Context: an optimization exercise on an open-source flow, tuned for small area, a short achievable clock period and few clock cycles per item. The choices shown serve that exercise and are no tape-out recipe. In this exercise RTL edits were held to simulation tests only and were not proved equivalent to the original. No activity file was given, so power comes from the tool's default toggle rates.

==> flow/config.mk <==
export PLATFORM = sky130hd
export DESIGN_NAME = ppm_codec
export DESIGN_NICKNAME = ppm_codec
export VERILOG_FILES = /design/flow/design.v
export SDC_FILE = /design/flow/constraint.sdc
export NUM_CORES = 4
export LEC_CHECK = 0
export CAP_MARGIN = 20
export CORE_MARGIN = 2
export CORE_UTILIZATION = 40
export SLEW_MARGIN = 20
==> flow/constraint.sdc <==
create_clock -name core_clock -period 8.0 [get_ports {clk}]
set_input_delay 1.6000 -clock core_clock [delete_from_list [all_inputs] [get_ports {clk}]]
set_output_delay 1.6000 -clock core_clock [all_outputs]
set_load 0.01 [all_outputs]
==> flow/design.v <==
module ppm_codec (
    input  wire        clk,
    input  wire        rst,           
    input  wire        cmd_valid,
    output wire        cmd_ready,
    input  wire [15:0] cmd_word,      
    input  wire [31:0] cmd_a,
    input  wire [31:0] cmd_b,
    output reg         rsp_valid,
    output reg  [3:0]  rsp_status,
    output reg  [31:0] rsp_value
);
    localparam [3:0] ST_OK       = 4'd0;
    localparam [3:0] ST_PDM_WORD = 4'd3;
    localparam [3:0] ST_ERANGE   = 4'd5;
    localparam [3:0] ST_EFORMAT  = 4'd6;
    localparam [3:0] ST_ECSR     = 4'd9;
    localparam [3:0] ST_ILLEGAL  = 4'd15;
    localparam [7:0] OP_NOP         = 8'h00;
    localparam [7:0] OP_CSR_READ    = 8'h01;
    localparam [7:0] OP_SET_FORMAT  = 8'h02;
    localparam [7:0] OP_STATS_CLEAR = 8'h03;
    localparam [7:0] OP_PPM_ENCODE  = 8'h10;
    localparam [7:0] OP_PPM_DECODE  = 8'h11;
    localparam [7:0] OP_DOWNMIX     = 8'h12;
    localparam [7:0] OP_PDM_STEP    = 8'h13;
    localparam [1:0] S_IDLE = 2'd0;
    localparam [1:0] S_EXEC = 2'd1;
    localparam [1:0] S_DIV  = 2'd2;
    localparam [1:0] S_FIN  = 2'd3;
    localparam [1:0] K_ENC_POS = 2'd0;    
    localparam [1:0] K_ENC_NEG = 2'd1;    
    localparam [1:0] K_DEC_NEG = 2'd2;    
    reg [1:0]  state;
    reg [15:0] cmd_r;
    reg [31:0] a_r, b_r;
    reg        fmt_depth24;       
    reg        fmt_rate441;       
    reg [31:0] pdm_i1, pdm_i2, pdm_prev, pdm_acc;
    reg [4:0]  pdm_cnt;
    reg [31:0] cnt_converted;
    reg [31:0] div_q;             
    reg [24:0] div_rem;
    reg [23:0] div_d;
    reg [5:0]  div_n;
    reg [1:0]  div_kind;
    assign cmd_ready = (state == S_IDLE);
    wire [7:0] op  = cmd_r[15:8];
    wire [7:0] sel = cmd_r[7:0];
    wire [23:0] fs = fmt_depth24 ? 24'd8388607 : 24'd32767;
    function in_range(input [31:0] x, input d24);
        in_range = d24 ? (&x[31:23] | ~|x[31:23]) : (&x[31:15] | ~|x[31:15]);
    endfunction
    wire a_ok = in_range(a_r, fmt_depth24);
    wire b_ok = in_range(b_r, fmt_depth24);
    wire [9:0]  code_sat = (a_r > 32'd1023) ? 10'd1023 : a_r[9:0];
    wire [9:0]  dec_pos_d = code_sat - 10'd511;
    wire [33:0] dec_pos_num = (fmt_depth24 ? ({dec_pos_d, 23'd0} - dec_pos_d) : ({dec_pos_d, 15'd0} - dec_pos_d)) + 34'd511;
    wire [31:0] dec_pos = dec_pos_num[33:9];
    wire [9:0]  dec_neg_d = 10'd510 - code_sat;
    wire [33:0] dec_neg_num = (fmt_depth24 ? ({dec_neg_d, 23'd0} - dec_neg_d) : ({dec_neg_d, 15'd0} - dec_neg_d)) + 34'd509;
    wire [31:0] mix = {a_r[31], a_r[31:1]} + {b_r[31], b_r[31:1]};
    wire [31:0] pdm_i1_n   = pdm_i1 + a_r - pdm_prev;
    wire [31:0] pdm_i2_n   = pdm_i2 + pdm_i1_n - pdm_prev;
    wire        pdm_bit    = ~pdm_i2_n[31];
    wire [31:0] pdm_fs     = {8'd0, fs};
    wire [31:0] pdm_prev_n = pdm_bit ? pdm_fs : (32'd0 - pdm_fs);
    wire [31:0] pdm_acc_n  = pdm_acc | ({31'd0, pdm_bit} << pdm_cnt);
    reg        csr_hit;
    reg [31:0] csr_val;
    always @(*) begin
        csr_hit = 1'b1;
        case (sel)
            8'h00: csr_val = {30'd0, fmt_rate441, fmt_depth24};
            8'h01: csr_val = fmt_rate441 ? 32'd44100 : 32'd48000;
            8'h02: csr_val = fmt_depth24 ? 32'd24 : 32'd16;
            8'h04: csr_val = pdm_acc;
            8'h05: csr_val = {27'd0, pdm_cnt};
            8'h06: csr_val = pdm_i1;
            8'h07: csr_val = pdm_i2;
            8'h08: csr_val = pdm_prev;
            8'h19: csr_val = cnt_converted;
            8'h22: csr_val = 32'd1024;
            default: begin
                csr_hit = 1'b0;
                csr_val = 32'd0;
            end
        endcase
    end
    wire [24:0] div_shift = {div_rem[23:0], div_q[31]};
    wire        div_ge    = div_shift >= {1'b0, div_d};
    wire [24:0] div_sub   = div_shift - {1'b0, div_d};
    task respond(input [3:0] st, input [31:0] val);
        begin
            rsp_valid  <= 1'b1;
            rsp_status <= st;
            rsp_value  <= val;
            state      <= S_IDLE;
        end
    endtask
    task start_div(input [31:0] num, input [23:0] den, input [1:0] kind);
        begin
            div_q    <= num;
            div_rem  <= 25'd0;
            div_d    <= den;
            div_n    <= 6'd0;
            div_kind <= kind;
            state    <= S_DIV;
        end
    endtask
    always @(posedge clk) begin
        if (rst) begin
            state         <= S_IDLE;
            rsp_valid     <= 1'b0;
            rsp_status    <= 4'd0;
            rsp_value     <= 32'd0;
            fmt_depth24   <= 1'b0;
            fmt_rate441   <= 1'b0;
            pdm_i1        <= 32'd0;
            pdm_i2        <= 32'd0;
            pdm_prev      <= 32'd0;
            pdm_acc       <= 32'd0;
            pdm_cnt       <= 5'd0;
            cnt_converted <= 32'd0;
        end else begin
            rsp_valid <= 1'b0;
            case (state)
                S_IDLE: begin
                    if (cmd_valid) begin
                        cmd_r <= cmd_word;
                        a_r   <= cmd_a;
                        b_r   <= cmd_b;
                        state <= S_EXEC;
                    end
                end
                S_EXEC: begin
                    case (op)
                        OP_NOP:
                            respond(sel == 8'd0 ? ST_OK : ST_ILLEGAL, 32'd0);
                        OP_CSR_READ:
                            respond(csr_hit ? ST_OK : ST_ECSR, csr_val);
                        OP_SET_FORMAT: begin
                            if (sel != 8'd0)
                                respond(ST_ILLEGAL, 32'd0);
                            else if ((a_r == 32'd44100 || a_r == 32'd48000) &&
                                     (b_r == 32'd16 || b_r == 32'd24)) begin
                                fmt_rate441 <= (a_r == 32'd44100);
                                fmt_depth24 <= (b_r == 32'd24);
                                respond(ST_OK, 32'd0);
                            end else
                                respond(ST_EFORMAT, 32'd0);
                        end
                        OP_STATS_CLEAR: begin
                            if (sel != 8'd0)
                                respond(ST_ILLEGAL, 32'd0);
                            else begin
                                cnt_converted <= 32'd0;
                                respond(ST_OK, 32'd0);
                            end
                        end
                        OP_PPM_ENCODE: begin
                            if (sel != 8'd0)
                                respond(ST_ILLEGAL, 32'd0);
                            else if (!a_ok)
                                respond(ST_ERANGE, 32'd0);
                            else if (!a_r[31])
                                start_div({a_r[22:0], 9'd0}, fs, K_ENC_POS);        
                            else
                                start_div({~a_r[22:0], 9'd0} - {~a_r[30:0], 1'b0}, fs, K_ENC_NEG);   
                        end
                        OP_PPM_DECODE: begin
                            if (sel != 8'd0)
                                respond(ST_ILLEGAL, 32'd0);
                            else if (a_r > 32'd1024)
                                respond(ST_ERANGE, 32'd0);
                            else if (code_sat >= 10'd511) begin
                                cnt_converted <= cnt_converted + 32'd1;
                                respond(ST_OK, dec_pos);
                            end else
                                start_div(dec_neg_num[31:0], 24'd510, K_DEC_NEG);
                        end
                        OP_DOWNMIX: begin
                            if (sel != 8'd0)
                                respond(ST_ILLEGAL, 32'd0);
                            else if (!a_ok || !b_ok)
                                respond(ST_ERANGE, 32'd0);
                            else
                                respond(ST_OK, mix);
                        end
                        OP_PDM_STEP: begin
                            if (sel != 8'd0)
                                respond(ST_ILLEGAL, 32'd0);
                            else if (!a_ok)
                                respond(ST_ERANGE, 32'd0);
                            else begin
                                pdm_i1        <= pdm_i1_n;
                                pdm_i2        <= pdm_i2_n;
                                pdm_prev      <= pdm_prev_n;
                                cnt_converted <= cnt_converted + 32'd1;
                                if (pdm_cnt == 5'd31) begin
                                    pdm_acc <= 32'd0;
                                    pdm_cnt <= 5'd0;
                                    respond(ST_PDM_WORD, pdm_acc_n);
                                end else begin
                                    pdm_acc <= pdm_acc_n;
                                    pdm_cnt <= pdm_cnt + 5'd1;
                                    respond(ST_OK, {31'd0, pdm_bit});
                                end
                            end
                        end
                        default:
                            respond(ST_ILLEGAL, 32'd0);
                    endcase
                end
                S_DIV: begin
                    div_rem <= div_ge ? div_sub : div_shift;
                    div_q   <= {div_q[30:0], div_ge};
                    div_n   <= div_n + 6'd1;
                    if (div_n == 6'd31)
                        state <= S_FIN;
                end
                S_FIN: begin
                    cnt_converted <= cnt_converted + 32'd1;
                    case (div_kind)
                        K_ENC_POS: respond(ST_OK, 32'd511 + div_q);
                        K_ENC_NEG: respond(ST_OK, 32'd510 - div_q);
                        default:   respond(ST_OK, 32'hFFFF_FFFF - div_q);
                    endcase
                end
            endcase
        end
    end
endmodule
==> flow/run.sh <==
#!/bin/bash
# synth_recipe.tcl (not shown) runs the flow's synth.tcl, then flattens the netlist and writes it again
# the make line also repeats each setting of config.mk as NAME=value (left out here)
make -C /OpenROAD-flow-scripts/flow DESIGN_CONFIG=/design/flow/config.mk WORK_HOME=/design/flow/orfs CLKGATE_MAP_FILE= SYNTH_SCRIPT=/design/flow/synth_recipe.tcl finish
==> summary.txt <==
status -> timing/DRC/antenna clean
Startpoint Class -> register
CP max-delay cell -> fa_1
mux contribution to synthesized area -> 1.429%
post-route ant nets -> 0
crit-path max cell delay -> 0.54 ns
Logic pwr share -> 23.6%
Slew Limit Fails -> 0
slew margin rel. -> 23.64%
sequential share of power -> 37.1%
Via density -> 5.990
Die Wd -> 265.3 um
DRT Pass-1 Iters -> 9
min-delay worst type -> reg -> reg
period utilization -> 92.42%
first-pass GRT wire length -> 151900 um
via count -> 26.47k
area leader, netlist -> edfxtp_1
Initial Util -> 40.53%
CTS tree -> yes
Setup CP Type -> reg -> reg
Inserted Clock Buffers -> 40
Detailed Route WL -> 101500 um
NumNets Final -> 3811
GP Congestion -> 1.001
min Tclk post-route -> 7.394 ns
IO buf count -> 120
Sw Share -> 30.90%
share of the synthesized area in the top cell type -> 16.05%
initial antenna violation count -> 3
Critical Path RT -> 8.47 ns
average cell area after synthesis -> 7.938 sq um
Hold-fix buffers, CTS -> 0
Filler Cells Inserted -> 6625
fmax -> 0.1352 GHz
Post-Synth Adder-Cell Area -> 11.58%
worst-path fanout max -> 6
total track usage -> 28.29%
1st-iter DRT viols -> 3118
Slew @ Worst Pin -> 1.131 ns
vias in the first global route -> 24.15k
H-tree Lvls -> 2
EDFF count, synth -> 146
FF+latch count, synth -> 323
clk root buf -> clkbuf_16
Layout area overhead -> 13.48%
DRC viols -> 0
overall power -> 4.841 mW
die height -> 265.3 um
Synth async-reset ratio -> 0%
clock share of power -> 39.3%
simple-gate share of the synthesized area -> 20.99%
Mapped Area -> 27320 sq um
Area contributors post-synth -> edfxtp_1 16%, dfxtp_1 13%, ha_1 7.0%
Max-Cap Viols -> 0
CTS Buffer Depth -> 3
Setup-failing EPs final -> 0
largest net degree at the start of global routing -> 73
crit end category -> register
Synth Warn # -> 1
Mapped Cells -> 3441
Core Area -> 67400 sq um
Seq/Total Area, Yosys -> 29.02%
Net Switching -> 1.496 mW
post-synthesis cell type count -> 106
layout cells sized above 1 -> 6.347%
# clock sinks -> 323
I/O pins -> 121
RSZ-0062 raised after global routing -> false
crit path DAT -> 7.87 ns
clock latency (worst-skew pair) -> 0.59 ns
Cell Rows -> 95
DR WL/cell -> 22.96 um
Setup Total Neg Slack -> 0 ns
Pleak -> 11.83 nW
PD cells -> 156.2 nW/um^2
Mapped Nets -> 3739
compound-gate portion of the synthesized area -> 23.18%
worst vdd ir -> 0.0001216 V
Worst-path clk slew -> 0.07 ns
global route total overflow -> 0
largest family of logic cells by synthesized area -> compound AO/OA/AOI/OAI gates
dpl hpwl -> 78780 um
Pint -> 3.345 mW
worst-case clock skew -> 0.02941 ns
Synth Area in XOR/XNOR -> 7.407%
Total Die Area -> 70400 sq um
Primary FF master, synth -> dfxtp_1
final hold vios -> 0
## cell usage in the layout, fill, tap and decap left out, types with 13 or more instances in the layout
cell type / instances
or3_1: 31
mux2i_1: 32
and3_1: 33
dfxtp_1: 175
o22ai_1: 17
o31ai_1: 15
or2_2: 13
nand4_1: 59
a31oi_1: 40
and2_1: 21
nor2_1: 372
o21bai_1: 24
edfxtp_1: 146
nor2b_1: 21
nor4_1: 19
clkbuf_16: 47
nand2_1: 336
a211oi_1: 39
xor2_1: 75
clkdlybuf4s50_1: 119
o211ai_1: 21
a221oi_1: 40
o21ai_0: 189
or4_1: 14
a21oi_1: 342
inv_1: 280
nand3_1: 99
nand2b_1: 30
buf_4: 83
a21o_1: 66
xnor2_1: 155
o21a_1: 17
nor3_1: 87
fa_1: 63
ha_1: 152
a22oi_1: 22
## worst paths after layout
kind / from / end / slack [ns] / depth (start not counted)
worst max register to register: a_r[1]$_DFFE_PP_ / rsp_value[24]$_SDFFE_PP0P_ / 0.61 / 30
worst max-delay path: a_r[1]$_DFFE_PP_ / rsp_value[24]$_SDFFE_PP0P_ / 0.61 / 30
worst min register to register: pdm_i1[0]$_SDFFE_PP0P_ / pdm_i1[0]$_SDFFE_PP0P_ / 0.46 / 2
worst min-delay path: pdm_i1[0]$_SDFFE_PP0P_ / pdm_i1[0]$_SDFFE_PP0P_ / 0.46 / 2
## per-layer routing
metal | GRT usage [%] | up-vias | wire, um | part of all wire, %
met4 | 9.574 | 2 | 3595 | 3.5
met2 | 40.92 | 1285 | 41650 | 41
met3 | 8.869 | 173 | 11830 | 12
li1 | - | 12480 | - | -
met5 | 0 | - | 12 | 0.012
met1 | 39.62 | 12530 | 44360 | 44
## final cells by class
type / instances / area [sq um] / area share, %
Multi-Input combinational cell: 2664 / 17720 / 57.16
Sequential cell: 323 / 7930 / 25.58
Timing Repair Buffer: 202 / 1814 / 5.853
Clock buffer: 63 / 1296 / 4.182
Tap cell: 873 / 1092 / 3.524
Inverter: 282 / 1059 / 3.415
Clock inverter: 11 / 86.33 / 0.2785
Antenna cell: 1 / 2.502 / 0.008073
## sequential cells by signal, indices dropped and copies added (netlist names), 4 cells and up, named ones only
name,flops
pdm_i2,31
div_rem,24
pdm_prev,4
div_q,32
cnt_converted,32
a_r,32
pdm_acc,32
div_n,6
pdm_i1,32
b_r,32
pdm_cnt,5
rsp_value,32
cmd_r,16
rsp_status,4
## cell usage after synthesis (all sizes together), types with 9 or more instances
cell	number
o21a	18
or2	14
nand2b	30
a311oi	12
nand4	59
nand3	100
nor2b	21
buf	23
o221ai	11
o31ai	19
or3	32
dfxtp	177
mux2i	33
o21bai	24
clkbuf	149
or4	16
and4	9
a211oi	40
a31oi	41
o21ai	191
ha	152
a2111oi	13
nor4	29
a22oi	22
o2111ai	10
o211ai	21
a31o	10
nand2	340
and3	35
xnor2	155
a221oi	42
nor2	373
edfxtp	146
o22ai	17
xor2	76
a211o	9
nor3	93
a22o	12
a21o	66
a21oi	343
and2	24
fa	63
inv	281
## per-stage QoR
stage	std cells	setup slack, ns	cell area (sq um)	utilization [%]	hold slack (ns)
2_1_floorplan	3441	0.7844	27320	-	0.4326
3_3_place_gp	4344	0.4405	29580	43.89	0.4448
3_5_place_dp	4344	0.3973	29580	43.89	0.4516
4_1_cts	4418	0.3521	30960	45.94	0.4594
5_1_grt	4418	0.05374	31000	45.99	0.4748
6_report	4419	0.6060	31000	45.99	0.4630
## kinds of logic (layout without fill, tap and decap cells)
| group | after synthesis | after routing |
|---|---|---|
| AO/OA/AOI/OAI | 984 | 984 |
| XOR/XNOR | 231 | 231 |
| adder cells (fa/ha/maj) | 215 | 215 |
| buffers and inverters | 454 | 558 |
| flip-flops | 323 | 323 |
| multiplexers | 36 | 36 |
| other | 0 | 1 |
| AND/OR/NAND/NOR | 1198 | 1198 |
## power groups by stage
stage	Combinational, mW	Clock (mW)	Sequential [mW]
6_report	1.14	1.90	1.80
2_1_floorplan	0.746	0	1.82
3_5_place_dp	1.10	0	1.83
4_1_cts	1.11	1.93	1.80
3_3_place_gp	1.10	0	1.83
5_1_grt	1.25	1.99	1.80
## critical path: cells and delay by family, from the launching register on
kind	cells	cell delay, ns
AO/OA/AOI/OAI	15	3.43
XOR/XNOR	2	0.56
adder cells (fa/ha/maj)	4	1.74
buffers and inverters	4	0.45
flip-flops	1	0.35
AND/OR/NAND/NOR	5	0.76
## repair_timing
item	in CTS	in global routing
resized for setup	0	5
buffers inserted	0	0
endpoints found under the setup margin	0	31
Testbench counts, summed over its fixed seeds: cycles 69,396, items 4,800.

-- static timing again, ports no longer ideal --
In the flow no input, the clock included, has a driving cell. The finished layout below was timed again as built, in two steps.
Step 1 sets driving cells, clkbuf_16 on the clock port and buf_2 on the other inputs (assumed; they add their load-dependent delay and slew).
Step 2 moves the port delays by t, midway between the first and last clock arrival at a register: inputs arrive t later, outputs are due t later. That takes back most of the time a late clock gives input paths.
Slacks: ideal / step 1 / step 2; pairs: ideal / step 1.
shift t [ns]: 0.635
setup slack, ns: 0.606 / 0.606 / 0.606
slew at the worst register clock pin (ns): 0.07 / 0.07
worst data-port slew with drivers (ns): 0.07
pins driven straight from the clock port: 1
After both steps setup and hold are still met in this run. The setup slack of this run moves by 0.000 ns with the drivers and by 0.000 ns with both steps.
